This design comes from an exercise in tuning for small area on the open sky130 flow, not from production work. RTL that was checked went through simulation tests only; none was proved equivalent to the original. Only the layout flow was run in runs 1 to 3; the RTL was not checked for function there. Power and IR drop assume default switching activity.

$ cat design/flow/design.v
module tinyrf_enc (
    input  wire        clk,
    input  wire        rst,
    input  wire [9:0]  cfg_err,
    input  wire [7:0]  cfg_p,
    input  wire [3:0]  cfg_s,
    input  wire [3:0]  cfg_r,
    input  wire [10:0] cfg_tec,
    input  wire [7:0]  cfg_addr,
    input  wire        tx_start,
    input  wire [7:0]  tx_cmd,
    output reg         carrier,
    output wire        busy,
    output wire        fault_cfg,       
    output wire        fault_overlap    
);
    localparam ST_IDLE  = 3'd0;
    localparam ST_PRE   = 3'd1;
    localparam ST_START = 3'd2;
    localparam ST_DATA  = 3'd3;
    localparam ST_STOP  = 3'd4;
    reg [2:0]  st;
    reg [7:0]  cmd;      
    reg [10:0] x;        
    reg [1:0]  u;        
    reg [7:0]  ic;       
    reg [3:0]  rc;       
    wire idle = (st == ST_IDLE);
    wire cfg_ok = (cfg_err != 10'd0) && (cfg_s != 4'd0) && (cfg_r != 4'd0) &&
                  (cfg_tec < {cfg_err, 1'b0});
    assign busy = !idle;
    wire req = tx_start && !rst;
    assign fault_cfg     = req && idle && !cfg_ok;
    assign fault_overlap = req && busy;
    wire [10:0] x1    = x + 11'd1;
    wire        xwrap = (x1 == {cfg_err, 1'b0});
    wire [7:0] ic1  = ic - 8'd1;
    wire       last = (ic1 == 8'd0);
    wire [3:0] rc1  = rc - 4'd1;
    wire cur_bit = (ic1[4:3] == 2'd2) ? cfg_addr[ic1[2:0]] :
                   (ic1[4:3] == 2'd1) ? cmd[ic1[2:0]] : ~cmd[ic1[2:0]];
    reg [1:0] last_u;
    always @(*) begin
        case (st)
            ST_START: last_u = 2'd2;
            ST_DATA:  last_u = {1'b0, cur_bit};
            ST_STOP:  last_u = 2'd3;
            default:  last_u = 2'd0;
        endcase
    end
    wire seg_end = xwrap && (u == last_u);
    always @(posedge clk) begin
        if (rst) begin
            st      <= ST_IDLE;
            carrier <= 1'b0;
        end else if (idle) begin
            if (tx_start && cfg_ok) begin
                st      <= (cfg_p != 8'd0) ? ST_PRE : ST_START;
                carrier <= 1'b1;
            end
        end else if (seg_end) begin
            if (st == ST_STOP) begin
                if (rc1 == 4'd0) begin
                    st <= ST_IDLE;
                end else begin
                    st      <= ST_START;
                    carrier <= 1'b1;
                end
            end else if (carrier) begin
                carrier <= 1'b0;
            end else if (last && st == ST_DATA) begin
                st <= ST_STOP;
            end else begin
                if (last)
                    st <= (st == ST_PRE) ? ST_START : ST_DATA;
                carrier <= 1'b1;
            end
        end
    end
    always @(posedge clk) begin
        if (idle) begin
            cmd <= tx_cmd;
            x   <= 11'd0;
            u   <= 2'd0;
            ic  <= (cfg_p != 8'd0) ? cfg_p : {4'd0, cfg_s};
            rc  <= cfg_r;
        end else if (!seg_end) begin
            x <= xwrap ? 11'd0 : x1;
            if (xwrap)
                u <= u + 2'd1;
        end else begin
            u <= 2'd0;
            x <= (st == ST_PRE && carrier) ? cfg_tec : 11'd0;
            if (st == ST_STOP) begin
                rc <= rc1;
                ic <= {4'd0, cfg_s};
            end else if (!carrier) begin
                if (!last)
                    ic <= ic1;
                else if (st == ST_PRE)
                    ic <= {4'd0, cfg_s};
                else
                    ic <= 8'd24;
            end
        end
    end
endmodule
module tinyrf_dec (
    input  wire        clk,
    input  wire        rst,
    input  wire [9:0]  cfg_err,
    input  wire [3:0]  cfg_s,
    input  wire [7:0]  cfg_tries,
    input  wire        cfg_tries_inf,
    input  wire        cfg_tmo_ends,
    input  wire        rx_start,
    input  wire        rf_in,
    output wire        busy,
    output wire        done,
    output reg  [1:0]  result,
    output wire [7:0]  addr,
    output wire [7:0]  cmd,
    output wire [7:0]  inv,
    output wire        valid,
    output wire        fault_cfg,       
    output wire        fault_overlap    
);
    localparam ST_IDLE   = 2'd0;    
    localparam ST_AWAIT  = 2'd1;
    localparam ST_SYNCED = 2'd2;
    localparam ST_READ   = 2'd3;
    localparam RES_EMPTY      = 2'd0;
    localparam RES_FRAME      = 2'd1;
    localparam RES_INCOMPLETE = 2'd2;
    localparam RES_NOSTART    = 2'd3;
    reg [1:0]  st;
    reg        meas;      
    reg [9:0]  c;         
    reg [3:0]  u;         
    reg [23:0] acc;
    reg        rf_prev;   
    wire cfg_ok = (cfg_err != 10'd0) && (cfg_s != 4'd0);
    assign busy  = (st != ST_IDLE);
    assign done  = (st == ST_IDLE) && (result != RES_EMPTY);
    assign addr  = acc[23:16];
    assign cmd   = acc[15:8];
    assign inv   = acc[7:0];
    assign valid = (result == RES_FRAME) && (acc[7:0] == ~acc[15:8]);
    wire req = rx_start && !rst;
    assign fault_cfg     = req && !busy && !cfg_ok;
    assign fault_overlap = req && busy;
    wire rise = rf_in && !rf_prev;
    wire       wrap = (c == 10'd1);
    wire [9:0] cn   = wrap ? cfg_err : c - 10'd1;
    wire [3:0] un   = (wrap && u != 4'd15) ? u + 4'd1 : u;
    wire budget_spent = !cfg_tries_inf && (acc[7:0] == 8'd0);
    wire in_band = ((u == 4'd4 && wrap) || u >= 4'd5) && (u <= 4'd6);
    wire bit_bad = (u == 4'd0 && !wrap) || (u >= 4'd5);
    wire bit_one = (u >= 4'd3);
    always @(posedge clk) begin
        if (rst) begin
            rf_prev <= 1'b0;
        end else begin
            rf_prev <= rf_in;
        end
    end
    always @(posedge clk) begin
        if (rst) begin
            st     <= ST_IDLE;
            result <= RES_EMPTY;
        end else begin
            case (st)
                ST_IDLE: begin
                    meas <= 1'b0;
                    c    <= cfg_err;
                    u    <= 4'd0;
                    if (rx_start && cfg_ok) begin
                        acc[11:0] <= {cfg_s, cfg_tries};
                        result    <= RES_EMPTY;
                        st     <= ST_AWAIT;
                    end
                end
                ST_AWAIT: begin
                    if (budget_spent) begin
                        result <= RES_NOSTART;
                        st     <= ST_IDLE;
                    end else if (!meas) begin
                        if (rise) begin
                            meas <= 1'b1;
                            c    <= cfg_err;
                            u    <= 4'd0;
                        end else if (u == 4'd13 && wrap) begin
                            acc[7:0] <= acc[7:0] - 8'd1;
                            c        <= cfg_err;
                            u        <= 4'd0;
                            if (cfg_tmo_ends) begin
                                result <= RES_NOSTART;
                                st     <= ST_IDLE;
                            end else begin
                                acc[11:8] <= cfg_s;
                            end
                        end else begin
                            c <= cn;
                            u <= un;
                        end
                    end else begin
                        if (rf_in) begin
                            c <= cn;
                            u <= un;
                        end else begin
                            acc[7:0] <= acc[7:0] - 8'd1;
                            meas     <= 1'b0;
                            c        <= cfg_err;
                            u        <= 4'd0;
                            if (in_band) begin
                                acc[11:8] <= acc[11:8] - 4'd1;
                                if (acc[11:8] == 4'd1)
                                    st <= ST_SYNCED;
                            end else begin
                                acc[11:8] <= cfg_s;
                            end
                        end
                    end
                end
                ST_SYNCED: begin
                    acc <= 24'd1;
                    if (u == 4'd1 && wrap) begin
                        c    <= cfg_err;
                        u    <= 4'd0;
                        st   <= ST_READ;
                    end else begin
                        c <= cn;
                        u <= un;
                    end
                end
                ST_READ: begin
                    if (!meas) begin
                        if (rise) begin
                            meas <= 1'b1;
                            c    <= cfg_err;
                            u    <= 4'd0;
                        end else if (u == 4'd9 && wrap) begin
                            result <= RES_INCOMPLETE;
                            st     <= ST_IDLE;
                        end else begin
                            c <= cn;
                            u <= un;
                        end
                    end else begin
                        if (rf_in) begin
                            c <= cn;
                            u <= un;
                        end else begin
                            meas <= 1'b0;
                            c    <= cfg_err;
                            u    <= 4'd0;
                            if (bit_bad) begin
                                result <= RES_INCOMPLETE;
                                st     <= ST_IDLE;
                            end else begin
                                acc <= {acc[22:0], bit_one};
                                if (acc[23]) begin
                                    result <= RES_FRAME;
                                    st     <= ST_IDLE;
                                end
                            end
                        end
                    end
                end
            endcase
        end
    end
endmodule
module tinyrf_core (
    input  wire        clk,
    input  wire        rst,
    input  wire [9:0]  enc_err,
    input  wire [7:0]  enc_p,
    input  wire [3:0]  enc_s,
    input  wire [3:0]  enc_r,
    input  wire [10:0] enc_tec,
    input  wire [7:0]  enc_addr,
    input  wire [9:0]  dec_err,
    input  wire [3:0]  dec_s,
    input  wire [7:0]  dec_tries,
    input  wire        dec_tries_inf,
    input  wire        dec_tmo_ends,
    input  wire        tx_start,
    input  wire [7:0]  tx_cmd,
    output wire        tx_carrier,
    output wire        tx_busy,
    input  wire        rx_start,
    input  wire        rf_in,
    output wire        rx_busy,
    output wire        rx_done,
    output wire [1:0]  rx_result,
    output wire [7:0]  rx_addr,
    output wire [7:0]  rx_cmd,
    output wire [7:0]  rx_inv,
    output wire        rx_valid,
    output reg  [2:0]  faults
);
    wire enc_fault_cfg, enc_fault_overlap;
    wire dec_fault_cfg, dec_fault_overlap;
    tinyrf_enc u_enc (
        .clk           (clk),
        .rst           (rst),
        .cfg_err       (enc_err),
        .cfg_p         (enc_p),
        .cfg_s         (enc_s),
        .cfg_r         (enc_r),
        .cfg_tec       (enc_tec),
        .cfg_addr      (enc_addr),
        .tx_start      (tx_start),
        .tx_cmd        (tx_cmd),
        .carrier       (tx_carrier),
        .busy          (tx_busy),
        .fault_cfg     (enc_fault_cfg),
        .fault_overlap (enc_fault_overlap)
    );
    tinyrf_dec u_dec (
        .clk           (clk),
        .rst           (rst),
        .cfg_err       (dec_err),
        .cfg_s         (dec_s),
        .cfg_tries     (dec_tries),
        .cfg_tries_inf (dec_tries_inf),
        .cfg_tmo_ends  (dec_tmo_ends),
        .rx_start      (rx_start),
        .rf_in         (rf_in),
        .busy          (rx_busy),
        .done          (rx_done),
        .result        (rx_result),
        .addr          (rx_addr),
        .cmd           (rx_cmd),
        .inv           (rx_inv),
        .valid         (rx_valid),
        .fault_cfg     (dec_fault_cfg),
        .fault_overlap (dec_fault_overlap)
    );
    always @(posedge clk) begin
        if (rst) begin
            faults <= 3'b000;
        end else begin
            faults <= faults | {dec_fault_overlap, enc_fault_overlap,
                                enc_fault_cfg | dec_fault_cfg};
        end
    end
endmodule
$ cat design/flow/flow/run.sh
#!/bin/bash
# Layout flow: the standard ORFS flow (standard synthesis unchanged), with
# the smallest buffer on each port and no dummy loads in the clock tree.
set -euo pipefail
cd "$(dirname "$0")/.."
bash standard.sh \
  "BUFFER_PORTS_ARGS=-buffer_cell sky130_fd_sc_hd__buf_1" \
  finish > flow_make.log 2>&1
$ cat design/flow/standard.sh
#!/bin/bash
# synth_recipe.tcl (not shown) runs the flow's synth.tcl, then flattens the netlist and writes it again
# the make line also repeats each setting of config.mk as NAME=value (left out here)
make -C /OpenROAD-flow-scripts/flow DESIGN_CONFIG=/design/flow/config.mk WORK_HOME=/design/flow/orfs CLKGATE_MAP_FILE= SYNTH_SCRIPT=/design/flow/synth_recipe.tcl "${@:-finish}"
$ cat design/flow/config.mk
export PLATFORM = sky130hd
export DESIGN_NAME = tinyrf_core
export DESIGN_NICKNAME = tinyrf_core
export VERILOG_FILES = /design/flow/design.v
export SDC_FILE = /design/flow/constraint.sdc
export NUM_CORES = 4
export LEC_CHECK = 0
export CAP_MARGIN = 20
export CORE_MARGIN = 2
export CORE_UTILIZATION = 40
export PLACE_DENSITY = 0.6
export SLEW_MARGIN = 20
$ cat design/flow/constraint.sdc
create_clock -name core_clock -period 10.0 [get_ports {clk}]
set_input_delay 2.0000 -clock core_clock [delete_from_list [all_inputs] [get_ports {clk}]]
set_output_delay 2.0000 -clock core_clock [all_outputs]
set_load 0.01 [all_outputs]
==> flow_summary.toml, run 1 <==
[yosys]
ys_ff_latch = 84
yosysTopAreaCell = "edfxtp_1"
synthAdderAreaFrac = 0.0576
avgSynthCellArea_sq_um = 8.98
synth_top_family_by_area = "simple AND/OR/NAND/NOR gates"
synth_ff_type = "edfxtp_1"
ys_seq_area_frac = 0.374
synth_compound_area_frac = 0.166
synthCells = 677
async_flop_share = 0
synth.mux.area_fraction = 0.0411
ys_warn_count = 3
post_synth_instance_area_sq_um = 6080
synthTopCellsByArea = "edfxtp_1 29%, dfxtp_1 8.2%, ha_1 5.8%, nand2_1 4.2%, xnor2_1 4.2%"
synthXorXnorAreaFrac = 0.0817
synth.distinct_cells = 75
synth_edf_count = 59
yosysMostFrequentCell = "nand2_1"
synthesis.nets = 787
yosys.area_share.simple = 0.230
yosys-top-cells-count = "68 x nand2_1, 59 x edfxtp_1, 51 x nor2_1, 41 x inv_1, 38 x a21oi_1"
synth_top_area_frac = 0.291

[finish]
stdcell_count = 967
multi_input_area_sq_um = 3510
synthToLayoutAreaGrowth_pct = 13.8
nFillCells = 1476
nNetsFinal = 884
seq_area_sq_um = 2270
antenna_cells = 0
layout-drive-gt1-share = 0.0436

[pwr]
p_sw_frac = 0.338
p_comb_frac = 0.293
clock_power_share = 0.277
pwr-share-seq = 0.430
leakagePower_nw = 2.51
vdd_drop_max_mv = 0.105
p_int_w = 0.000743
powerDensity_nw_per_um2 = 162
p_switching_w = 0.000380

[worst_setup_path]
cp-endpoint = "u_enc.ic[7]"
crit_start = "enc_err[5]"
cp.arrival_ns = 4.30
ff2ff_path_depth = 9
reg2reg_to = "u_enc.ic[7]"
ff2ff_setup_slack_ns = 6.32
r2r_start = "u_enc.ic[0]"
worstPathMaxFanout = 18
end_kind = "register"
crit_type = "in2reg"
worstPathRequired_ns = 9.98
critPathLaunchType = "input port"

[clock_network]
postCtsSetupRepairBufs = 0
cts_htree_levels = 3
cts_made_buffers = 9
cts.clk_slew.worst_paths_ns = 0.06
clk_latency_ns = 0.35
hold_buffers = 0
clockBufferDepth = 2
clock_sinks = 84
cts_root_buffer = "clkbuf_16"
cts-resized-gates = 0
tritoncts = "built"

[sta]
min_period_ns = 4.33
worst_pin_slew_ns = 1.02
max_freq_ghz = 0.231
fin_hold_ws_ns = 0.480
hold_viol_final = 0
finalSetupViolations = 0
fin_crit_sh = 0.433
grt_setup_unrepaired = "false"
tns_ns = 0
clock_skew_ns = 0.00546
max_slew_margin = 0.319
finalMaxSlewViolations = 0

[detailed_routing]
wl_um = 15900
drc = 0
wl_per_cell_um = 16.4
num_vias = 5552
vias_per_cell = 5.74
ant_nets = 0
dr.pass1.iters = 5
drt_iter0_drc = 414

[global_routing]
antenna_found_initial = 0
grt_pass1_wl_um = 25700
grt_overflow = 0
grt_pass1_vias = 5283
grt_max_degree = 33
grt_usage = 0.197

[placement]
port-buffer-count = 115
place_inst = 951
place_congestion = 0.911
dp.final_hpwl_um = 11900

[outcome]
status = "timing/DRC/antenna clean"

[floorplanning]
core_sq_um = 15000
initial_core_util = 0.405
std_cell_rows = 45
dieHeight_um = 127
die_w_um = 127
die_area_sq_um = 16200
ios = 116

[worst_hold_path]
hold_class = "reg2reg"

[job]
cap_viol_max_count = 0
==> placed cells by master (no fill, tap or decap), types with 4 or more instances in the layout <==
| master | instances |
|---|---|
| a31oi_1 | 9 |
| or4_1 | 6 |
| a221oi_1 | 5 |
| ha_1 | 28 |
| nor2b_1 | 6 |
| nand2_1 | 68 |
| o31ai_1 | 6 |
| edfxtp_1 | 59 |
| nand3b_1 | 8 |
| a211oi_1 | 5 |
| nor4_1 | 12 |
| clkbuf_16 | 9 |
| nand2b_1 | 11 |
| xnor2_1 | 29 |
| inv_1 | 41 |
| a222oi_1 | 4 |
| mux4_2 | 4 |
| a22o_1 | 5 |
| buf_1 | 115 |
| a21o_1 | 5 |
| o21ai_0 | 21 |
| dfxtp_1 | 25 |
| o21ai_1 | 11 |
| a21oi_1 | 38 |
| and2_1 | 15 |
| a22oi_1 | 5 |
| or3_1 | 8 |
| nor3b_1 | 5 |
| nor3_1 | 22 |
| mux2i_1 | 10 |
| nand3_1 | 14 |
| xor2_1 | 20 |
| nor2_1 | 51 |
| nand4_1 | 18 |
| and4_1 | 5 |
==> worst max-delay path: stages <==
cell,delay [ns]
buf_1,0.15
nor2b_1,0.18
o21ai_0,0.18
nand4_1,0.11
nor4_1,0.19
and4_1,0.68
a21boi_1,0.18
o22ai_1,0.63
==> cell type report <==
class / count / share of cell area
multi-input combinational: 515 / 0.508
clock inverter: 5 / 0.00416
sequential: 84 / 0.328
timing repair buffer: 119 / 0.0664
tap: 188 / 0.0340
clock buffer: 11 / 0.0351
inverter: 45 / 0.0244
==> kinds of logic (layout without fill, tap and decap cells) <==
| logic type | Yosys count | after routing |
|---|---|---|
| DFF | 84 | 84 |
| AOI/OAI and AO/OA | 149 | 149 |
| muxes | 19 | 19 |
| xor gates and xnor gates | 52 | 52 |
| and+or+nand+nor | 267 | 267 |
| adders and majority gates | 28 | 28 |
| buffers and inverters | 78 | 180 |
==> worst min-delay path by stage <==
stage                from  slack (ns)  cells after the start          to
6_report        faults[0]        0.48                      2   faults[0]
5_1_grt         faults[2]        0.51                      2   faults[2]
4_1_cts         faults[0]        0.48                      2   faults[0]
3_5_place_dp    faults[2]        0.46                      2   faults[2]
3_3_place_gp    faults[0]        0.45                      2   faults[0]
2_1_floorplan  u_enc.x[0]        0.47                      1  u_enc.x[0]
==> power groups by stage <==
stage | registers, W | logic, W | clock network [W]
after floorplan | 0.000472 | 0.000253 | 0
after global placement | 0.000487 | 0.000322 | 0
after detailed placement | 0.000489 | 0.000328 | 0
after CTS | 0.000482 | 0.000330 | 0.000321
after global routing | 0.000490 | 0.000367 | 0.000334
final | 0.000482 | 0.000329 | 0.000311
==> through the flow <==
step,area (sq um),power [W],setup WS (ns),utilization
2_1_floorplan,6080,0.000725,5.78,-
3_5_place_dp,6650,0.000818,5.32,0.442
6_report,6920,0.00112,5.67,0.460
5_1_grt,6920,0.00119,5.38,0.460
4_1_cts,6920,0.00113,5.68,0.460
3_3_place_gp,6640,0.000809,5.45,0.442
==> registers in the layout, indices dropped and copies added (netlist names), named ones only <==
| register | flops |
|---|---|
| u_dec.result | 2 |
| u_dec.acc | 24 |
| u_enc.rc | 4 |
| faults | 3 |
| u_enc.u | 2 |
| u_enc.cmd | 8 |
| u_dec.u | 4 |
| u_dec.c | 10 |
| u_enc.carrier | 1 |
| u_enc.x | 11 |
| u_dec.meas | 1 |
| u_enc.ic | 8 |
| u_enc.st | 3 |
| u_dec.st | 1 |
| u_dec.rf_prev | 1 |
==> per-layer routing <==
| layer | vias to the layer above | part of all wire | track usage | wire (um) |
|---|---|---|---|---|
| met5 | - | 0 | 0 | 0 |
| met3 | 20 | 0.053 | 0.0465 | 845 |
| li1 | 2691 | - | - | - |
| met1 | 2654 | 0.45 | 0.253 | 7070 |
| met4 | 0 | 0.017 | 0.0608 | 268 |
| met2 | 187 | 0.48 | 0.329 | 7700 |
==> run 2, diff against run 1 <==
--- a/design/flow/design.v
+++ b/design/flow/design.v
@@ -141,5 +141,10 @@
     reg        rf_prev;   
+    reg        inv_ok;    
     wire cfg_ok = (cfg_err != 10'd0) && (cfg_s != 4'd0);
-    assign busy  = (st != ST_IDLE);
-    assign done  = (st == ST_IDLE) && (result != RES_EMPTY);
+    wire idle   = (st == ST_IDLE);
+    wire await  = (st == ST_AWAIT);
+    wire synced = (st == ST_SYNCED);
+    wire rd     = (st == ST_READ);
+    assign busy  = !idle;
+    assign done  = idle && (result != RES_EMPTY);
     assign addr  = acc[23:16];
@@ -147,10 +152,14 @@
     assign inv   = acc[7:0];
-    assign valid = (result == RES_FRAME) && (acc[7:0] == ~acc[15:8]);
+    assign valid = (result == RES_FRAME) && inv_ok;
     wire req = rx_start && !rst;
-    assign fault_cfg     = req && !busy && !cfg_ok;
+    assign fault_cfg     = req && idle && !cfg_ok;
     assign fault_overlap = req && busy;
-    wire rise = rf_in && !rf_prev;
-    wire       wrap = (c == 10'd1);
-    wire [9:0] cn   = wrap ? cfg_err : c - 10'd1;
-    wire [3:0] un   = (wrap && u != 4'd15) ? u + 4'd1 : u;
+    wire accept = rx_start && cfg_ok;
+    wire rise   = rf_in && !rf_prev;
+    wire answer = meas && !rf_in;            
+    wire pstart = (await || rd) && !meas && rise;   
+    wire wrap   = (c == 10'd1);
+    wire tmo_start = await  && !meas && !rise && (u == 4'd13) && wrap;
+    wire guard_end = synced && (u == 4'd1) && wrap;
+    wire tmo_bit   = rd     && !meas && !rise && (u == 4'd9) && wrap;
     wire budget_spent = !cfg_tries_inf && (acc[7:0] == 8'd0);
@@ -159,8 +168,21 @@
     wire bit_one = (u >= 4'd3);
+    wire synced_now = await && !budget_spent && answer && in_band && (acc[11:8] == 4'd1);
+    wire bit_ok     = rd && answer && !bit_bad;
+    wire nostart    = await && (budget_spent || (tmo_start && cfg_tmo_ends));
+    wire incomplete = tmo_bit || (rd && answer && bit_bad);
+    wire frame      = bit_ok && acc[23];
+    wire restart = idle || wrap || answer || pstart;
     always @(posedge clk) begin
-        if (rst) begin
+        if (rst)
             rf_prev <= 1'b0;
-        end else begin
+        else
             rf_prev <= rf_in;
-        end
+    end
+    always @(posedge clk) begin
+        c <= restart ? cfg_err : c - 10'd1;
+        if (idle || answer || pstart || tmo_start || guard_end)
+            u <= 4'd0;
+        else if (wrap && u != 4'd15)
+            u <= u + 4'd1;
+        meas <= (await || rd) && (meas ? rf_in : rise);
     end
@@ -171,101 +193,42 @@
         end else begin
-            case (st)
-                ST_IDLE: begin
-                    meas <= 1'b0;
-                    c    <= cfg_err;
-                    u    <= 4'd0;
-                    if (rx_start && cfg_ok) begin
-                        acc[11:0] <= {cfg_s, cfg_tries};
-                        result    <= RES_EMPTY;
-                        st     <= ST_AWAIT;
-                    end
-                end
-                ST_AWAIT: begin
-                    if (budget_spent) begin
-                        result <= RES_NOSTART;
-                        st     <= ST_IDLE;
-                    end else if (!meas) begin
-                        if (rise) begin
-                            meas <= 1'b1;
-                            c    <= cfg_err;
-                            u    <= 4'd0;
-                        end else if (u == 4'd13 && wrap) begin
-                            acc[7:0] <= acc[7:0] - 8'd1;
-                            c        <= cfg_err;
-                            u        <= 4'd0;
-                            if (cfg_tmo_ends) begin
-                                result <= RES_NOSTART;
-                                st     <= ST_IDLE;
-                            end else begin
-                                acc[11:8] <= cfg_s;
-                            end
-                        end else begin
-                            c <= cn;
-                            u <= un;
-                        end
-                    end else begin
-                        if (rf_in) begin
-                            c <= cn;
-                            u <= un;
-                        end else begin
-                            acc[7:0] <= acc[7:0] - 8'd1;
-                            meas     <= 1'b0;
-                            c        <= cfg_err;
-                            u        <= 4'd0;
-                            if (in_band) begin
-                                acc[11:8] <= acc[11:8] - 4'd1;
-                                if (acc[11:8] == 4'd1)
-                                    st <= ST_SYNCED;
-                            end else begin
-                                acc[11:8] <= cfg_s;
-                            end
-                        end
-                    end
-                end
-                ST_SYNCED: begin
-                    acc <= 24'd1;
-                    if (u == 4'd1 && wrap) begin
-                        c    <= cfg_err;
-                        u    <= 4'd0;
-                        st   <= ST_READ;
-                    end else begin
-                        c <= cn;
-                        u <= un;
-                    end
-                end
-                ST_READ: begin
-                    if (!meas) begin
-                        if (rise) begin
-                            meas <= 1'b1;
-                            c    <= cfg_err;
-                            u    <= 4'd0;
-                        end else if (u == 4'd9 && wrap) begin
-                            result <= RES_INCOMPLETE;
-                            st     <= ST_IDLE;
-                        end else begin
-                            c <= cn;
-                            u <= un;
-                        end
-                    end else begin
-                        if (rf_in) begin
-                            c <= cn;
-                            u <= un;
-                        end else begin
-                            meas <= 1'b0;
-                            c    <= cfg_err;
-                            u    <= 4'd0;
-                            if (bit_bad) begin
-                                result <= RES_INCOMPLETE;
-                                st     <= ST_IDLE;
-                            end else begin
-                                acc <= {acc[22:0], bit_one};
-                                if (acc[23]) begin
-                                    result <= RES_FRAME;
-                                    st     <= ST_IDLE;
-                                end
-                            end
-                        end
-                    end
-                end
-            endcase
+            if (idle && accept) begin
+                st     <= ST_AWAIT;
+                result <= RES_EMPTY;
+            end
+            if (synced_now)
+                st <= ST_SYNCED;
+            if (guard_end)
+                st <= ST_READ;
+            if (nostart) begin
+                st     <= ST_IDLE;
+                result <= RES_NOSTART;
+            end
+            if (incomplete) begin
+                st     <= ST_IDLE;
+                result <= RES_INCOMPLETE;
+            end
+            if (frame) begin
+                st     <= ST_IDLE;
+                result <= RES_FRAME;
+            end
+        end
+    end
+    always @(posedge clk) begin
+        if (idle) begin
+            if (accept)
+                acc[11:0] <= {cfg_s, cfg_tries};
+        end else if (await) begin
+            if (answer || tmo_start)
+                acc[7:0] <= acc[7:0] - 8'd1;
+            if (answer && in_band)
+                acc[11:8] <= acc[11:8] - 4'd1;
+            else if (answer || tmo_start)
+                acc[11:8] <= cfg_s;
+        end else if (synced) begin
+            acc    <= 24'd1;
+            inv_ok <= 1'b1;
+        end else if (bit_ok) begin
+            acc <= {acc[22:0], bit_one};
+            if (acc[23:16] != 8'd0)
+                inv_ok <= inv_ok && (bit_one != acc[7]);
         end
==> design/flow/flow/run.sh (replaced) <==
#!/bin/bash
# Layout flow: the standard ORFS flow (standard synthesis unchanged), with
# the smallest buffer on each port and a smaller clock tree without dummy loads.
set -euo pipefail
cd "$(dirname "$0")/.."
bash standard.sh \
  "BUFFER_PORTS_ARGS=-buffer_cell sky130_fd_sc_hd__buf_1" \
  "CTS_ARGS=-sink_clustering_enable -repair_clock_nets -root_buf sky130_fd_sc_hd__clkbuf_16 -buf_list sky130_fd_sc_hd__clkbuf_4 -dont_use_dummy_load" \
  finish > flow_make.log 2>&1
==> run 2 against run 1 <==
Against the previous run:
- still clean on timing, DRC and antenna
- synthesized cell count down 12%
- clock power down 9.3%
- wire length is 15% lower
- global-route usage shrank 0.66 points
- utilization up 1.1 points
- fmax down 13%
- sequential share of layout area increased by 1.7 points
- critical path depth is 2 higher
- die area shrank 11%
- final area decreased by 9.8%
- combinational power up 24%
- count of clock-buffer cells in the layout fell by 2
==> flow_summary.toml, run 2 <==
[finish]
largest_register = "u_dec.acc"
layout_common_cells = "115 x buf_1, 66 x nor2_1, 47 x nand2_1"
largest_register_ffs = 24
final_common_cell = "buf_1"
layout-drive-gt1-share = 0.0457
nNetsFinal = 808
antenna_cells = 0
synthToLayoutAreaGrowth_pct = 15.1
reg_top3 = "u_dec.acc x24, u_enc.x x11, u_dec.c x10"

[clock_network]
clock_sinks = 85
tritoncts = "built"
cts.clk_slew.worst_paths_ns = 0.05
clk_latency_ns = 0.35
hold_buffers = 0
cts_made_buffers = 9
cts_root_buffer = "clkbuf_16"
postCtsSetupRepairBufs = 0
cts-resized-gates = 0
clockBufferDepth = 2
cts_htree_levels = 3

[global_routing]
grt_usage = 0.190
grt_max_degree = 28
grt_pass1_wl_um = 22000
antenna_found_initial = 0
grt_overflow = 0
grt_pass1_vias = 4674

[worst_setup_path]
cp_num_buf_inv = 2
r2r_start = "u_enc.ic[0]"
critical-path-slowest-cell = "a21boi_1"
reg2reg_to = "u_enc.ic[4]"
ff2ff_path_depth = 11
crit_start = "enc_err[3]"
worstPathMaxFanout = 8
cp-endpoint = "u_enc.ic[4]"
crit_type = "in2reg"
ff2ff_setup_slack_ns = 5.65
crit_chain = "buf_1, inv_1, xnor3_1, a31o_2, or4_4, nor3_4, o211ai_2, maj3_1, o21bai_1, a21boi_1"
end_kind = "register"
critPathLaunchType = "input port"
worstPathRequired_ns = 9.97
slowest_delay_ns = 0.67
cp.arrival_ns = 4.96
cp.depth = 10
cpLargestDelayFamily = "compound AO/OA/AOI/OAI gates"

[job]
cap_viol_max_count = 0

[sta]
finalMaxSlewViolations = 0
worst_pin_slew_ns = 0.964
max_freq_ghz = 0.200
fin_crit_sh = 0.499
min_period_ns = 4.99
max_slew_margin = 0.356
tns_ns = 0
finalSetupViolations = 0
fin_ws_ns = 5.01
clock_skew_ns = 0.0130
grt_setup_unrepaired = "false"
hold_viol_final = 0

[placement]
place_ws_ns = 4.62
place_congestion = 0.829
port-buffer-count = 115
dp.final_hpwl_um = 10300

[yosys]
synth.distinct_cells = 66
synthAdderAreaFrac = 0.0573
synthCells = 594
yosysTopAreaCell = "edfxtp_1"
synthTopCellsByArea = "edfxtp_1 25%, dfxtp_1 15%, ha_1 5.5%, nor2_1 4.6%, xnor2_1 4.0%"
synth_edf_count = 45
synthesis.nets = 700
avgSynthCellArea_sq_um = 9.12
yosys.area_share.simple = 0.204
ys_seq_area_frac = 0.397
async_flop_share = 0
yosysMostFrequentCell = "nor2_1"
synth_top_area_frac = 0.249
ys_warn_count = 3
post_synth_instance_area_sq_um = 5420
synth_top_family_by_area = "simple AND/OR/NAND/NOR gates"
synth_compound_area_frac = 0.162
yosys-top-cells-count = "66 x nor2_1, 47 x nand2_1, 45 x edfxtp_1, 44 x inv_1, 43 x a21oi_1"
synthXorXnorAreaFrac = 0.100
ys_ff_latch = 85
synth.mux.area_fraction = 0.0326
synth_ff_type = "edfxtp_1"

[detailed_routing]
vias_per_cell = 5.37
ant_nets = 0
num_vias = 4704
drt_iter0_drc = 276
drc = 0
wl_per_cell_um = 15.4
wl_um = 13500
dr.pass1.iters = 7

[worst_hold_path]
hold_class = "reg2reg"

[floorplanning]
ios = 116
core_sq_um = 13200
dieHeight_um = 120
die_w_um = 120
initial_core_util = 0.409
std_cell_rows = 42
die_area_sq_um = 14500

[pwr]
vdd_drop_max_mv = 0.0935
powerDensity_nw_per_um2 = 195
leakagePower_nw = 2.31

[outcome]
status = "timing/DRC/antenna clean"
run 2: cell types whose count changed in the layout (fill, tap and decap cells not counted), sizes merged, moves of 6 or more:
| cell | delta |
|---|---|
| o21ai | -9 |
| dfxtp | +15 |
| nand2 | -21 |
| nor2 | +15 |
| nand3 | -7 |
| nand4 | -12 |
| edfxtp | -14 |
| a22oi | +6 |
run 2: power breakdown:
part	switching, W	internal, W	leakage [nW]
logic	0.000233	0.000176	1.44
clock network	0.000124	0.000158	0.111
registers	0.0000738	0.000453	0.765
run 2: layout make-up:
cell class / count / area (sq um)
fillers: 1345 / 7000
multi-input cells: 442 / 3010
flip-flops and latches: 85 / 2150
repair buffers: 119 / 462
clock buffers: 9 / 225
well taps: 176 / 220
inverters: 45 / 169
run 2: how the worst min path moves through the flow:
stage	from	cells past startpoint	end	slack [ns]
3_3_place_gp	u_dec.rf_prev	1	u_dec.meas	0.45
3_5_place_dp	u_dec.rf_prev	1	u_dec.meas	0.46
5_1_grt	u_dec.rf_prev	1	u_dec.meas	0.50
6_report	u_dec.rf_prev	1	u_dec.meas	0.47
4_1_cts	u_dec.rf_prev	1	u_dec.meas	0.47
2_1_floorplan	u_dec.rf_prev	1	u_dec.meas	0.43
run 2: stage by stage:
stage               instances  instance area, sq um  hold WS, ns  power, W  utilization
floorplan                 594                  5420        0.433  0.000824            -
global placement          867                  6010        0.446  0.000923        0.454
detailed placement        867                  6010        0.458  0.000940        0.454
CTS                       876                  6240        0.467   0.00123        0.471
global route              876                  6240        0.499   0.00130        0.471
finish                    876                  6240        0.466   0.00122        0.471
run 2: metal layers:
layer  routed length [um]  track usage
met4                  207       0.0749
met5                    0            0
met3                  739       0.0415
met2                 6270        0.311
met1                 6310        0.245
run 2: worst register-to-register path: stages (launching register included):
cell       delay (ns)
edfxtp_1         0.61
inv_1            0.12
ha_1             0.30
xor2_2           0.36
mux4_2           0.57
o2111ai_1        0.20
a2bb2oi_1        0.23
o311a_1          0.23
o211ai_2         0.11
maj3_1           0.37
o21bai_1         0.21
a21boi_1         0.67
run 2: logic make-up (layout without fill, tap and decap cells):
logic type,count (synthesis),count (layout)
flops,85,85
xor+xnor,50,50
simple gates,219,219
compound gates,136,136
buf+inv,67,173
mux,12,12
fa+ha+maj,25,25
==> run 3, diff against run 2 <==
==> design/flow/flow/run.sh (replaced) <==
#!/bin/bash
# Layout flow: the standard ORFS flow (standard synthesis unchanged), with
# the smallest buffer on each port and a smaller clock tree without dummy loads.
set -euo pipefail
cd "$(dirname "$0")/.."
bash standard.sh \
  "BUFFER_PORTS_ARGS=-buffer_cell sky130_fd_sc_hd__buf_1" \
  "CTS_ARGS=-sink_clustering_enable -repair_clock_nets -buf_list sky130_fd_sc_hd__clkbuf_8 -dont_use_dummy_load" \
  finish > flow_make.log 2>&1
==> run 3 against run 2 <==
Against the previous run:
- register-to-register slack hardly changed
- still clean
- sequential cell count did not move
- largest power group unchanged
- sequential power hardly changed
- setup slack improved by 0.041 ns
- clock skew grew 0.0091 ns
- via count up 0.34%
==> flow_summary.toml, run 3 <==
[yosys]
synth.distinct_cells = 66
synthesis.nets = 700
synth_top_area_frac = 0.249
synthCells = 594
ys_warn_count = 3
ys_ff_latch = 85
synth_ff_type = "edfxtp_1"
avgSynthCellArea_sq_um = 9.12
synth_edf_count = 45
yosysMostFrequentCell = "nor2_1"
yosys-top-cells-count = "66 x nor2_1, 47 x nand2_1, 45 x edfxtp_1, 44 x inv_1, 43 x a21oi_1"
async_flop_share = 0
post_synth_instance_area_sq_um = 5420
synthTopCellsByArea = "edfxtp_1 25%, dfxtp_1 15%, ha_1 5.5%, nor2_1 4.6%, xnor2_1 4.0%"
ys_seq_area_frac = 0.397
yosysTopAreaCell = "edfxtp_1"

[sta]
grt_setup_unrepaired = "false"
tns_ns = 0
min_period_ns = 4.95
worst_pin_slew_ns = 0.981
max_slew_margin = 0.345
finalSetupViolations = 0
finalMaxSlewViolations = 0
clock_skew_ns = 0.0221
fin_crit_sh = 0.495
max_freq_ghz = 0.202
hold_viol_final = 0

[floorplanning]
core_sq_um = 13200
die_w_um = 120
dieHeight_um = 120
die_area_sq_um = 14500
initial_core_util = 0.409
std_cell_rows = 42
ios = 116

[worst_setup_path]
ff2ff_path_depth = 11
worstPathRequired_ns = 10.00
crit_chain = "buf_1, inv_1, xnor3_1, a31o_2, or4_4, nor3_4, o211ai_2, maj3_1, o21bai_1, a21boi_1"
cpLargestDelayFamily = "compound AO/OA/AOI/OAI gates"
end_kind = "register"
crit_type = "in2reg"
cp.depth = 10
worstPathMaxFanout = 8
cp.arrival_ns = 4.95
critPathLaunchType = "input port"
critical-path-slowest-cell = "a21boi_1"
cp_num_buf_inv = 2
slowest_delay_ns = 0.67

[detailed_routing]
ant_nets = 0
wl_um = 13500
vias_per_cell = 5.39
num_vias = 4720
drt_iter0_drc = 324
drc = 0
dr.pass1.iters = 5
wl_per_cell_um = 15.4

[finish]
layout_common_cells = "115 x buf_1, 66 x nor2_1, 47 x nand2_1"
reg_top3 = "u_dec.acc x24, u_enc.x x11, u_dec.c x10"
layout-drive-gt1-share = 0.0457
final_common_cell = "buf_1"
nNetsFinal = 808
antenna_cells = 0
largest_register_ffs = 24
synthToLayoutAreaGrowth_pct = 13.3
largest_register = "u_dec.acc"

[global_routing]
grt_usage = 0.191
grt_pass1_vias = 4688
grt_max_degree = 28
antenna_found_initial = 0
grt_overflow = 0
grt_pass1_wl_um = 22000

[worst_hold_path]
hold-path-cell-count = 1
hold_class = "reg2reg"

[clock_network]
tritoncts = "built"
cts_root_buffer = "clkbuf_8"
postCtsSetupRepairBufs = 0
clockBufferDepth = 2
cts-resized-gates = 0
clock_sinks = 85
hold_buffers = 0
clk_latency_ns = 0.38
cts_made_buffers = 9
cts.clk_slew.worst_paths_ns = 0.07
cts_htree_levels = 3

[pwr]
vdd_drop_max_mv = 0.0908
pwr-share-seq = 0.465
power_w = 0.00113
p_comb_frac = 0.362
powerDensity_nw_per_um2 = 184
p_switching_w = 0.000422
leakagePower_nw = 2.26
clock_power_share = 0.173
p_int_w = 0.000709
p_sw_frac = 0.373

[placement]
port-buffer-count = 115
place_congestion = 0.829
dp.final_hpwl_um = 10300

[outcome]
status = "timing/DRC/antenna clean"

[job]
cap_viol_max_count = 0
[run 3: changes by cell type in the layout (fill, tap and decap cells not counted)]
| cell | before | now |
|---|---|---|
| clkbuf_16 | 9 | 0 |
| clkbuf_8 | 0 | 9 |
[run 3: cell families after synthesis]
family | count (synthesis) | share of synthesized area
buffers and inverters | 67 | 0.0473
flip-flops | 85 | 0.397
XOR/XNOR | 50 | 0.100
adder cells (fa/ha/maj) | 25 | 0.0573
AO/OA/AOI/OAI | 136 | 0.162
multiplexers | 12 | 0.0326
AND/OR/NAND/NOR | 219 | 0.204
[run 3: path summary, 6_finish.rpt]
path	start	end	slack, ns
setup reg to reg	u_enc.ic[0]	u_enc.ic[6]	5.65
hold reg to reg	u_dec.rf_prev	u_dec.meas	0.47
setup / recovery	enc_err[3]	u_enc.ic[6]	5.05
hold / removal	u_dec.rf_prev	u_dec.meas	0.47
[run 3: final cells by class]
class / count / area [sq um]
sequential: 85 / 2150
multi-input combinational: 442 / 3010
fill: 1354 / 7110
clock buffer: 9 / 124
tap: 176 / 220
inverter: 45 / 169
timing repair buffer: 119 / 462
[run 3: routing by layer]
| layer | track usage | up-vias | part of all wire |
|---|---|---|---|
| met5 | 0 | - | 0 |
| met4 | 0.0778 | 0 | 0.017 |
| met3 | 0.0420 | 18 | 0.055 |
| met2 | 0.310 | 115 | 0.46 |
| met1 | 0.247 | 2243 | 0.47 |
| li1 | - | 2344 | - |
[run 3: worst reg2reg max path, cell delays in order, from the launching register on]
cell	delay (ns)
edfxtp_1	0.61
inv_1	0.11
ha_1	0.30
xor2_2	0.36
mux4_2	0.57
o2111ai_1	0.20
a2bb2oi_1	0.23
o311a_1	0.23
o211ai_2	0.11
maj3_1	0.37
o21bai_1	0.21
a21boi_1	0.67
[run 3: stage by stage]
step / instance area, sq um / setup WS [ns] / util / cells / hold slack (ns)
2_1_floorplan: 5420 / 5.10 / - / 594 / 0.433
3_3_place_gp: 6010 / 4.76 / 0.454 / 867 / 0.446
3_5_place_dp: 6010 / 4.62 / 0.454 / 867 / 0.458
4_1_cts: 6140 / 5.02 / 0.463 / 876 / 0.470
5_1_grt: 6140 / 4.84 / 0.463 / 876 / 0.502
6_report: 6140 / 5.05 / 0.463 / 876 / 0.466
[run 3: power groups by stage]
stage / logic (W) / registers, W / clock network [W]
6_report: 0.000409 / 0.000526 / 0.000195
3_3_place_gp: 0.000394 / 0.000529 / 0
2_1_floorplan: 0.000318 / 0.000505 / 0
3_5_place_dp: 0.000407 / 0.000533 / 0
5_1_grt: 0.000455 / 0.000535 / 0.000216
4_1_cts: 0.000409 / 0.000526 / 0.000204
==> run 4, diff against run 3 <==
--- a/design/flow/design.v
+++ b/design/flow/design.v
@@ -25,3 +25,3 @@
     reg [1:0]  u;        
-    reg [7:0]  ic;       
+    reg [4:0]  ic;
     reg [3:0]  rc;       
@@ -36,5 +36,6 @@
     wire        xwrap = (x1 == {cfg_err, 1'b0});
-    wire [7:0] ic1  = ic - 8'd1;
-    wire       last = (ic1 == 8'd0);
-    wire [3:0] rc1  = rc - 4'd1;
+    wire [4:0] ic1  = ic - 5'd1;
+    wire       bor  = (ic[3:0] == 4'd0);
+    wire [3:0] rc1  = rc - {3'd0, (st != ST_PRE) || bor};
+    wire       last = (st == ST_PRE) ? ({rc, ic[3:0]} == 8'd1) : (ic == 5'd1);
     wire cur_bit = (ic1[4:3] == 2'd2) ? cfg_addr[ic1[2:0]] :
@@ -62,3 +63,3 @@
             if (st == ST_STOP) begin
-                if (rc1 == 4'd0) begin
+                if (rc == 4'd1) begin
                     st <= ST_IDLE;
@@ -84,4 +85,9 @@
             u   <= 2'd0;
-            ic  <= (cfg_p != 8'd0) ? cfg_p : {4'd0, cfg_s};
-            rc  <= cfg_r;
+            if (cfg_p != 8'd0) begin
+                rc <= cfg_p[7:4];
+                ic <= {1'b0, cfg_p[3:0]};
+            end else begin
+                ic <= {1'b0, cfg_s};
+                rc <= cfg_r;
+            end
         end else if (!seg_end) begin
@@ -95,10 +101,14 @@
                 rc <= rc1;
-                ic <= {4'd0, cfg_s};
+                ic <= {1'b0, cfg_s};
             end else if (!carrier) begin
-                if (!last)
+                if (!last) begin
                     ic <= ic1;
-                else if (st == ST_PRE)
-                    ic <= {4'd0, cfg_s};
-                else
-                    ic <= 8'd24;
+                    if (st == ST_PRE)
+                        rc <= rc1;
+                end else if (st == ST_PRE) begin
+                    ic <= {1'b0, cfg_s};
+                    rc <= cfg_r;
+                end else begin
+                    ic <= 5'd24;
+                end
             end
==> run 4 against run 3 <==
Against the previous run:
- combinational power decreased by 46%
- setup slack better by 0.64 ns
- non-clock buffer count is 3 lower
- sequential cell count down 3
- clock power fell by 3%
- synthesized cell count is 4.2% lower
- final area fell by 2.6%
- via count shrank 2.5%
- fmax is 15% higher
- first-iteration DRC count rose by 1.2%
- clock skew down 0.0051 ns
- highest routed layer is now met5
==> flow_summary.toml, run 4 <==
[outcome]
status = "timing/DRC/antenna clean"

[worst_setup_path]
worstPathRequired_ns = 8.00
crit_start = "u_dec.st[1]"
crit_chain = "nor2_1, inv_1, nor2_1, buf_1"
critical-path-slowest-cell = "nor2_1"
ff2ff_setup_slack_ns = 6.24
cp.arrival_ns = 2.31
r2r_start = "u_enc.ic[0]"
slowest_delay_ns = 0.69
worst_path_most_repeated_cell = "nor2_1"
cp-endpoint = "rx_done"
critPathLaunchType = "register"
reg2reg_to = "u_enc.ic[0]"
crit_type = "reg2out"
end_kind = "primary output"
ff2ff_path_depth = 10
worstPathMaxFanout = 30

[yosys]
synth_ff_type = "edfxtp_1"
synth_edf_count = 42
ys_warn_count = 3
post_synth_instance_area_sq_um = 5290
synthesis.nets = 676
synthCells = 569
synthTopCellsByArea = "edfxtp_1 24%, dfxtp_1 15%, ha_1 5.9%, xnor2_1 5.1%, nand2_1 3.6%"
async_flop_share = 0
ys_ff_latch = 82
yosysMostFrequentCell = "nand2_1"
synth_top_area_frac = 0.239
yosys-top-cells-count = "51 x nand2_1, 45 x inv_1, 42 x edfxtp_1, 40 x dfxtp_1, 38 x nor2_1"
ys_seq_area_frac = 0.390
avgSynthCellArea_sq_um = 9.29
yosysTopAreaCell = "edfxtp_1"
synth.distinct_cells = 74

[floorplanning]
dieHeight_um = 119
die_w_um = 119
std_cell_rows = 42
core_sq_um = 13100
initial_core_util = 0.404
die_area_sq_um = 14200
ios = 116

[clock_network]
tritoncts = "built"
cts-resized-gates = 0
cts_htree_levels = 3
clock_sinks = 82
clk_latency_ns = 0.36
clockBufferDepth = 2
cts.clk_slew.worst_paths_ns = 0.08
hold_buffers = 0
postCtsSetupRepairBufs = 0
cts_root_buffer = "clkbuf_8"
cts_made_buffers = 9

[worst_hold_path]
hold_class = "reg2reg"

[placement]
port-buffer-count = 115
dp.final_hpwl_um = 9840
place_congestion = 0.870
place_inst = 842

[finish]
layout-drive-gt1-share = 0.0548
synthToLayoutAreaGrowth_pct = 13.1
stdcell_count = 851
largest_register = "u_dec.acc"
layout_common_cells = "115 x buf_1, 51 x nand2_1, 45 x inv_1"
reg_top3 = "u_dec.acc x24, u_enc.x x11, u_dec.c x10"
nNetsFinal = 784
largest_register_ffs = 24
antenna_cells = 0
final_common_cell = "buf_1"

[pwr]
leakagePower_nw = 2.18
powerDensity_nw_per_um2 = 140
power_w = 0.000837
p_sw_frac = 0.322
p_comb_frac = 0.264
pwr-share-seq = 0.510
clock_power_share = 0.227
p_switching_w = 0.000269
p_int_w = 0.000568
vdd_drop_max_mv = 0.0564

[sta]
clock_skew_ns = 0.0170
max_freq_ghz = 0.232
grt_setup_unrepaired = "false"
tns_ns = 0
worst_pin_slew_ns = 0.936
fin_crit_sh = 0.431
finalSetupViolations = 0
hold_viol_final = 0
min_period_ns = 4.31
finalMaxSlewViolations = 0
max_slew_margin = 0.375

[global_routing]
grt_usage = 0.187
grt_max_degree = 31
grt_pass1_wl_um = 21600
antenna_found_initial = 1
grt_pass1_vias = 4447
grt_overflow = 0

[detailed_routing]
num_vias = 4600
ant_nets = 0
dr.pass1.iters = 4
wl_per_cell_um = 15.1
drt_iter0_drc = 328
drc = 0
wl_um = 12800
vias_per_cell = 5.41

[job]
cap_viol_max_count = 0
==> run 4: cell types whose count changed in the layout (fill, tap and decap cells not counted), sizes merged, moves of 5 or more <==
cell	delta
a221oi	+6
nand3	+5
xnor3	-5
nand2	+5
o21ai	+7
o22ai	+9
xnor2	+6
a22oi	-5
xor2	-6
nor2	-28
a21oi	-18
==> run 4: worst min-delay path by stage <==
stage               cells after the start    endpoint     startpoint
finish                                  1  u_dec.meas  u_dec.rf_prev
global route                            1  u_dec.meas  u_dec.rf_prev
CTS                                     1  u_dec.meas  u_dec.rf_prev
detailed placement                      1  u_dec.meas  u_dec.rf_prev
global placement                        1  u_dec.meas  u_dec.rf_prev
floorplan                               1  u_dec.meas  u_dec.rf_prev
==> run 4: critical path, delay by kind of cell, from the launching register on <==
family                 cells  cell delay, ns
flip-flops                 1            0.62
buffers and inverters      2            0.45
AND/OR/NAND/NOR            2            0.89
==> run 4: power groups by stage <==
stage | combinational, W | clock, W | sequential, W
after global placement | 0.000215 | 0 | 0.000432
after CTS | 0.000222 | 0.000197 | 0.000427
final | 0.000221 | 0.000190 | 0.000427
after global routing | 0.000248 | 0.000212 | 0.000432
after detailed placement | 0.000220 | 0 | 0.000434
after floorplan | 0.000161 | 0 | 0.000423
==> run 4: stage by stage <==
step,cell area (sq um),hold WS [ns],setup WS [ns],utilization
after floorplan,5290,0.418,5.92,-
after global placement,5850,0.426,5.42,0.447
after detailed placement,5850,0.445,5.31,0.447
after CTS,5980,0.454,5.68,0.457
after global routing,5980,0.470,5.45,0.457
final,5980,0.452,5.69,0.457
==> run 4: layout make-up <==
class | count | area, sq um
fill | 1305 | 7110
sequential | 82 | 2060
multi-input combinational | 421 | 2960
tap | 176 | 220
inverter | 47 | 176
clock buffer | 9 | 124
timing repair buffer | 116 | 439
==> run 4: per-layer routing <==
layer,part of all wire,global-route usage,wire [um]
met5,0.0011,0,14
met2,0.45,0.298,5830
met1,0.48,0.252,6200
met3,0.043,0.0354,558
met4,0.018,0.0707,235
==> run 4: cells by family (layout without fill, tap and decap cells) <==
| logic type | count (synthesis) | count (layout) | share of synthesized area |
|---|---|---|---|
| buffers and inverters | 66 | 172 | 0.0506 |
| AOI/OAI and AO/OA | 140 | 140 | 0.190 |
| muxes | 9 | 9 | 0.0265 |
| DFF | 82 | 82 | 0.390 |
| adders and majority gates | 25 | 25 | 0.0592 |
| xor gates and xnor gates | 45 | 45 | 0.0802 |
| and+or+nand+nor | 202 | 202 | 0.204 |
==> run 5, diff against run 4 <==
==> design/flow/flow/run.sh (replaced) <==
#!/bin/bash
# Layout flow: the standard ORFS flow with three changes.
# - Synthesis is the standard flow's own script (synth_recipe.tcl and ORFS's synth.tcl),
#   except that ABC maps the logic with the area-oriented script area.abc in
#   place of ORFS's speed script. Registers are mapped before ABC runs, so
#   they come out the same as in the standard synthesis.
# - Every port gets the smallest buffer, sky130_fd_sc_hd__buf_1.
# - The clock tree uses sky130_fd_sc_hd__clkbuf_8 and no dummy loads.
# Each tool's log is in orfs/logs/; make's own output is in flow_make.log.
set -euo pipefail
cd "$(dirname "$0")/.."
work=$PWD

# ORFS's synth.tcl with the ABC script swapped right after its preamble sets it
sed "s|^source \$::env(SCRIPTS_DIR)/synth_preamble.tcl\$|&\nset abc_args [lreplace \$abc_args 1 1 $work/flow/area.abc]|" \
  "$FLOW_HOME/scripts/synth.tcl" > synth_area.tcl
grep -q "flow/area.abc" synth_area.tcl
# The standard flow's synthesis script, sourcing the copy above
sed "s|\$::env(SCRIPTS_DIR)/synth.tcl|$work/synth_area.tcl|" synth_recipe.tcl > synth_recipe_area.tcl
grep -q "synth_area.tcl" synth_recipe_area.tcl

bash standard.sh \
  "SYNTH_SCRIPT=$work/synth_recipe_area.tcl" \
  "BUFFER_PORTS_ARGS=-buffer_cell sky130_fd_sc_hd__buf_1" \
  "CTS_ARGS=-sink_clustering_enable -repair_clock_nets -buf_list sky130_fd_sc_hd__clkbuf_8 -dont_use_dummy_load" \
  finish > flow_make.log 2>&1
==> design/flow/flow/area.abc (new file) <==
strash
&get -n
&st
&syn2
&dch -f
&nf -R 1000 -p -F 8 -A 4
&put
topo
stime -c
buffer -c
upsize -c
dnsize -c
==> run 5 against run 4 <==
Against the previous run:
- cell count down 8.1%
- sequential cell count unchanged
- sequential power up 15%
- first-iteration DRC count down 32%
- still clean on timing, DRC and antenna
==> flow_summary.toml, run 5 <==
[sta]
min_period_ns = 4.62
clock_skew_ns = 0.0262
tns_ns = 0
max_freq_ghz = 0.216
grt_setup_unrepaired = "false"
fin_crit_sh = 0.462
max_slew_margin = 0.399
hold_viol_final = 0
finalMaxSlewViolations = 0
worst_pin_slew_ns = 0.896
finalSetupViolations = 0

[worst_setup_path]
critical-path-slowest-cell = "nor3_2"
cp-endpoint = "u_enc.rc[0]"
worstPathMaxFanout = 13
slowest_delay_ns = 0.72
ff2ff_path_depth = 13
worstPathRequired_ns = 10.00
end_kind = "register"
crit_chain = "buf_1, xnor2_1, nand4_1, nor4_1, nand4_1, nor3_2, nand2b_2, nand2_1, a211oi_1"
ff2ff_setup_slack_ns = 5.83
r2r_start = "u_enc.ic[0]"
reg2reg_to = "u_enc.rc[0]"
worst_path_most_repeated_cell = "nand4_1"
crit_start = "enc_err[0]"
critPathLaunchType = "input port"
cp.arrival_ns = 4.63
crit_type = "in2reg"

[yosys]
yosys.area_share.simple = 0.216
synthAdderAreaFrac = 0.0650
synth_edf_count = 42
synthTopCellsByArea = "edfxtp_1 26%, dfxtp_1 17%, ha_1 6.5%, xnor2_1 5.3%, a21oi_1 4.9%"
yosysTopAreaCell = "edfxtp_1"
yosys-top-cells-count = "57 x nor2_1, 50 x nand2_1, 47 x a21oi_1, 42 x edfxtp_1, 40 x dfxtp_1"
ys_seq_area_frac = 0.428
post_synth_instance_area_sq_um = 4810
synth_top_area_frac = 0.262
yosysMostFrequentCell = "nor2_1"
async_flop_share = 0
ys_ff_latch = 82
synthCells = 531
synth_top_family_by_area = "simple AND/OR/NAND/NOR gates"
ys_warn_count = 3
synth.distinct_cells = 52
avgSynthCellArea_sq_um = 9.06
synthXorXnorAreaFrac = 0.0801
synth.mux.area_fraction = 0.0291
synth_compound_area_frac = 0.140
synthesis.nets = 638
synth_ff_type = "edfxtp_1"

[global_routing]
grt_pass1_vias = 4024
grt_pass1_wl_um = 19400
grt_usage = 0.189
grt_max_degree = 27
grt_overflow = 0
antenna_found_initial = 2

[pwr]
vdd_drop_max_mv = 0.0939
powerDensity_nw_per_um2 = 199
leakagePower_nw = 1.95

[detailed_routing]
num_vias = 4195
wl_met2_um = 5520
vias_per_cell = 5.36
drt_iter0_drc = 222
ant_nets = 0
drt-met1-wl_um = 5310
highest_layer = "met5"
dr.pass1.iters = 4
drc = 0
wl_um = 11900
met3WireLength_um = 747
wl_per_cell_um = 15.2

[placement]
port-buffer-count = 115
place_inst = 773
place_congestion = 0.873
dp.final_hpwl_um = 9220

[worst_hold_path]
hold_class = "reg2reg"

[finish]
stdcell_count = 782
nNetsFinal = 744
synthToLayoutAreaGrowth_pct = 13.8
largest_register = "u_dec.acc"
layout_common_cells = "115 x buf_1, 56 x nor2_1, 50 x nand2_1"
seq_area_sq_um = 2060
multi_input_area_sq_um = 2560
nFillCells = 1182
antenna_cells = 0
layout-drive-gt1-share = 0.0283
final_common_cell = "buf_1"
final_core_util = 0.462
reg_top3 = "u_dec.acc x24, u_enc.x x11, u_dec.c x10"
largest_register_ffs = 24

[clock_network]
cts-resized-gates = 0
cts_root_buffer = "clkbuf_8"
cts_htree_levels = 3
cts_made_buffers = 9
clock_sinks = 82
clk_latency_ns = 0.37
postCtsSetupRepairBufs = 0
hold_buffers = 0
cts.clk_slew.worst_paths_ns = 0.08
tritoncts = "built"
clockBufferDepth = 2

[outcome]
status = "timing/DRC/antenna clean"

[floorplanning]
die_w_um = 114
ios = 116
initial_core_util = 0.406
core_sq_um = 11900
die_area_sq_um = 12900
std_cell_rows = 40
dieHeight_um = 114

[job]
cap_viol_max_count = 0
-- run 5: kinds of logic (layout without fill, tap and decap cells) --
group | after synthesis | count (layout)
and+or+nand+nor | 213 | 213
AOI/OAI and AO/OA | 108 | 108
xor gates and xnor gates | 44 | 44
DFF | 82 | 82
adders and majority gates | 25 | 25
buffers and inverters | 50 | 154
muxes | 9 | 9
-- run 5: worst min-delay path by stage --
stage                        startpoint    endpoint  slack (ns)  cells past startpoint
after floorplan           u_dec.rf_prev  u_dec.meas        0.43                      1
after global placement    u_dec.rf_prev  u_dec.meas        0.44                      1
after detailed placement  u_dec.rf_prev  u_dec.meas        0.45                      1
after CTS                 u_dec.rf_prev  u_dec.meas        0.47                      1
after global routing      u_dec.rf_prev  u_dec.meas        0.50                      1
final                     u_dec.rf_prev  u_dec.meas        0.46                      1
-- run 5: through the flow --
stage / hold WS, ns / total power, W / setup slack, ns / instance area [sq um]
floorplan: 0.427 / 0.000804 / 5.83 / 4810
global placement: 0.442 / 0.000897 / 5.09 / 5340
detailed placement: 0.453 / 0.000907 / 4.97 / 5350
CTS: 0.467 / 0.00110 / 5.38 / 5470
global route: 0.498 / 0.00117 / 5.03 / 5480
finish: 0.463 / 0.00109 / 5.38 / 5480
-- run 5: layout make-up --
cell class	instances	area share
clock buffer	9	0.0226
multi-input combinational	399	0.468
inverter	30	0.0206
tap	147	0.0336
timing repair buffer	115	0.0788
sequential	82	0.377
-- run 5: report_power, final --
group | internal (W) | total [W] | switching (W)
Clock | 0.0000805 | 0.000189 | 0.000108
Sequential | 0.000437 | 0.000489 | 0.0000518
Combinational | 0.000164 | 0.000410 | 0.000246
-- run 5: routing by layer --
metal / vias up / GRT usage
li1: 2118 / -
met1: 1929 / 0.242
met2: 122 / 0.311
met3: 22 / 0.0377
met4: 4 / 0.0805
met5: - / 0
-- run 5: worst max-delay path: cells and delay by family --
family	cells	cell delay [ns]
AO/OA/AOI/OAI	1	0.48
AND/OR/NAND/NOR	6	1.87
XOR/XNOR	1	0.14
buffers and inverters	1	0.14
==> run 6, diff against run 5 <==
--- a/design/flow/flow/run.sh
+++ b/design/flow/flow/run.sh
@@ -24,3 +24,3 @@
   "BUFFER_PORTS_ARGS=-buffer_cell sky130_fd_sc_hd__buf_1" \
-  "CTS_ARGS=-sink_clustering_enable -repair_clock_nets -buf_list sky130_fd_sc_hd__clkbuf_8 -dont_use_dummy_load" \
+  "CTS_ARGS=-sink_clustering_enable -repair_clock_nets -buf_list sky130_fd_sc_hd__clkbuf_8 -sink_clustering_size 30 -dont_use_dummy_load" \
   finish > flow_make.log 2>&1
==> run 6 against run 5 <==
Against the previous run:
- critical endpoint unchanged
- synthesized cell count is the same
- sequential cell count is the same
- final area is the same
- die area is the same
- critical path type unchanged
==> flow_summary.toml, run 6 <==
[finish]
final_core_util = 0.462
antenna_cells = 0
synthToLayoutAreaGrowth_pct = 13.8
largest_register = "u_dec.acc"
layout-drive-gt1-share = 0.0283
layout_common_cells = "115 x buf_1, 56 x nor2_1, 50 x nand2_1"
reg_top3 = "u_dec.acc x24, u_enc.x x11, u_dec.c x10"
final_common_cell = "buf_1"
nNetsFinal = 744
largest_register_ffs = 24

[worst_setup_path]
critPathLaunchType = "input port"
crit_chain = "buf_1, xnor2_1, nand4_1, nor4_1, nand4_1, nor3_2, nand2b_2, nand2_1, a211oi_1"
worstPathRequired_ns = 10.00
ff2ff_setup_slack_ns = 5.83
worstPathMaxFanout = 13
end_kind = "register"
worst_path_most_repeated_cell = "nand4_1"
r2r_start = "u_enc.ic[0]"
cp.arrival_ns = 4.63
reg2reg_to = "u_enc.rc[0]"
ff2ff_path_depth = 13
crit_type = "in2reg"
slowest_delay_ns = 0.72
critical-path-slowest-cell = "nor3_2"

[yosys]
synthesis.nets = 638
synth.distinct_cells = 52
synth.mux.area_fraction = 0.0291
ys_warn_count = 3
synthXorXnorAreaFrac = 0.0801
synthAdderAreaFrac = 0.0650
yosysTopAreaCell = "edfxtp_1"
synth_compound_area_frac = 0.140
yosys.area_share.simple = 0.216
ys_ff_latch = 82
yosysMostFrequentCell = "nor2_1"
yosys-top-cells-count = "57 x nor2_1, 50 x nand2_1, 47 x a21oi_1, 42 x edfxtp_1, 40 x dfxtp_1"
synth_edf_count = 42
async_flop_share = 0
synth_top_area_frac = 0.262
synth_ff_type = "edfxtp_1"
post_synth_instance_area_sq_um = 4810
avgSynthCellArea_sq_um = 9.06
synthCells = 531
ys_seq_area_frac = 0.428
synth_top_family_by_area = "simple AND/OR/NAND/NOR gates"
synthTopCellsByArea = "edfxtp_1 26%, dfxtp_1 17%, ha_1 6.5%, xnor2_1 5.3%, a21oi_1 4.9%"

[placement]
port-buffer-count = 115
place_ws_ns = 4.97
dp.final_hpwl_um = 9220
place_congestion = 0.873

[global_routing]
grt_util_met2 = 0.311
grt_use_met3 = 0.0377
top_usage_layer = "met2"
grt_usage = 0.189
antenna_found_initial = 2
grt_pass1_wl_um = 19400
grt_pass1_vias = 4024
grt_max_degree = 27
grt_overflow = 0
use_met1 = 0.242

[detailed_routing]
num_vias = 4195
dr.pass1.iters = 4
drc = 0
wl_per_cell_um = 15.2
vias_per_cell = 5.36
wl_um = 11900
drt_iter0_drc = 222
ant_nets = 0

[clock_network]
clockBufferDepth = 2
cts.clk_slew.worst_paths_ns = 0.08
postCtsSetupRepairBufs = 0
hold_buffers = 0
clk_latency_ns = 0.37
cts_made_buffers = 9
cts-resized-gates = 0
cts_htree_levels = 3
tritoncts = "built"
cts_root_buffer = "clkbuf_8"
clock_sinks = 82

[sta]
clock_skew_ns = 0.0262
worst_pin_slew_ns = 0.896
finalSetupViolations = 0
tns_ns = 0
max_slew_margin = 0.399
fin_ws_ns = 5.38
min_period_ns = 4.62
hold_viol_final = 0
fin_crit_sh = 0.462
finalMaxSlewViolations = 0
grt_setup_unrepaired = "false"
max_freq_ghz = 0.216

[floorplanning]
initial_core_util = 0.406
core_sq_um = 11900
ios = 116
die_w_um = 114
std_cell_rows = 40
dieHeight_um = 114
die_area_sq_um = 12900

[worst_hold_path]
hold-path-cell-count = 1
hold-path-endpoint = "u_dec.meas"
hold_start = "u_dec.rf_prev"
hold_class = "reg2reg"

[pwr]
leakagePower_nw = 1.95
power_w = 0.00109
vdd_drop_max_mv = 0.0939
powerDensity_nw_per_um2 = 199

[job]
cap_viol_max_count = 0

[outcome]
status = "timing/DRC/antenna clean"
==> run 6: cell counts after synthesis <==
No cell type changed its count.
==> run 6: worst max path at each step <==
stage	startpoint	to	slack, ns	cells after the start
detailed placement	enc_err[1]	u_enc.rc[1]	4.97	9
global placement	enc_err[4]	u_enc.rc[1]	5.09	9
floorplan	enc_addr[0]	u_enc.st[1]	5.83	12
global route	enc_err[0]	u_enc.rc[0]	5.03	9
CTS	enc_err[0]	u_enc.rc[0]	5.38	9
finish	enc_err[0]	u_enc.rc[0]	5.38	9
==> run 6: critical path: cells and delay by family <==
kind                   cells  cell delay, ns
AO/OA/AOI/OAI              1            0.48
buffers and inverters      1            0.14
AND/OR/NAND/NOR            6            1.87
XOR/XNOR                   1            0.14
==> run 6: report_power, final <==
part           total (W)  switching (W)  internal [W]
Sequential      0.000489      0.0000518      0.000437
Combinational   0.000410       0.000246      0.000164
Clock           0.000189       0.000108     0.0000805
Total            0.00109       0.000405      0.000682
==> run 6: layer usage <==
metal  part of all wire  routed length [um]  vias up
li1                   -                   -     2118
met1               0.45                5310     1929
met2               0.47                5520      122
met3              0.063                 747       22
met4              0.021                 250        4
met5             0.0023                  27        -
==> run 6: metrics by stage <==
step | cell area (sq um) | instances | hold slack [ns]
after floorplan | 4810 | 531 | 0.427
after global placement | 5340 | 773 | 0.442
after detailed placement | 5350 | 773 | 0.453
after CTS | 5470 | 782 | 0.467
after global routing | 5480 | 782 | 0.498
final | 5480 | 782 | 0.463
==> run 6: final cells by class <==
| cell class | count | area (sq um) |
|---|---|---|
| well taps | 147 | 184 |
| clock buffers | 9 | 124 |
| multi-input cells | 399 | 2560 |
| repair buffers | 115 | 432 |
| flip-flops and latches | 82 | 2060 |
| fillers | 1182 | 6390 |
| inverters | 30 | 113 |
==> run 6: cells by family (layout without fill, tap and decap cells) <==
group / Yosys count / after routing
buffers and inverters: 50 / 154
AND/OR/NAND/NOR: 213 / 213
multiplexers: 9 / 9
flip-flops: 82 / 82
XOR/XNOR: 44 / 44
adder cells (fa/ha/maj): 25 / 25
AO/OA/AOI/OAI: 108 / 108

==> separate check: timing with driven ports <==
In the flow no input, the clock included, has a driving cell. The finished layouts below were timed again as built, in two steps. Step 1 (the two cells are an assumption about what drives the block):
set clk [get_ports {clk}]
set_driving_cell -lib_cell sky130_fd_sc_hd__clkbuf_16 $clk
set_driving_cell -lib_cell sky130_fd_sc_hd__buf_2 [delete_from_list [all_inputs] $clk]
Step 2 also shifts input and output timing later by t, the mid clock arrival at the registers, as if the neighbouring blocks saw the same clock. Three values: ideal ports, drivers, drivers and shift; two values: the first two.
run	t (ns)	setup WS [ns]	latest minus earliest clock arrival (ns)	slew at the worst register clock pin (ns)	cell pins on the clock port's net
run 1	0.383	5.675 / 5.692 / 5.309	0.006 / 0.005	0.06 / 0.06	1
run 2	0.382	5.009 / 5.030 / 4.648	0.013 / 0.013	0.06 / 0.06	1
run 3	0.402	5.051 / 5.067 / 4.665	0.022 / 0.022	0.09 / 0.09	1
run 4	0.382	5.688 / 5.653 / 5.354	0.017 / 0.017	0.08 / 0.08	1
run 5	0.391	5.378 / 5.381 / 4.990	0.027 / 0.026	0.09 / 0.09	1
run 6	0.391	5.378 / 5.381 / 4.990	0.027 / 0.026	0.09 / 0.09	1
After both steps every run listed still meets setup and hold.
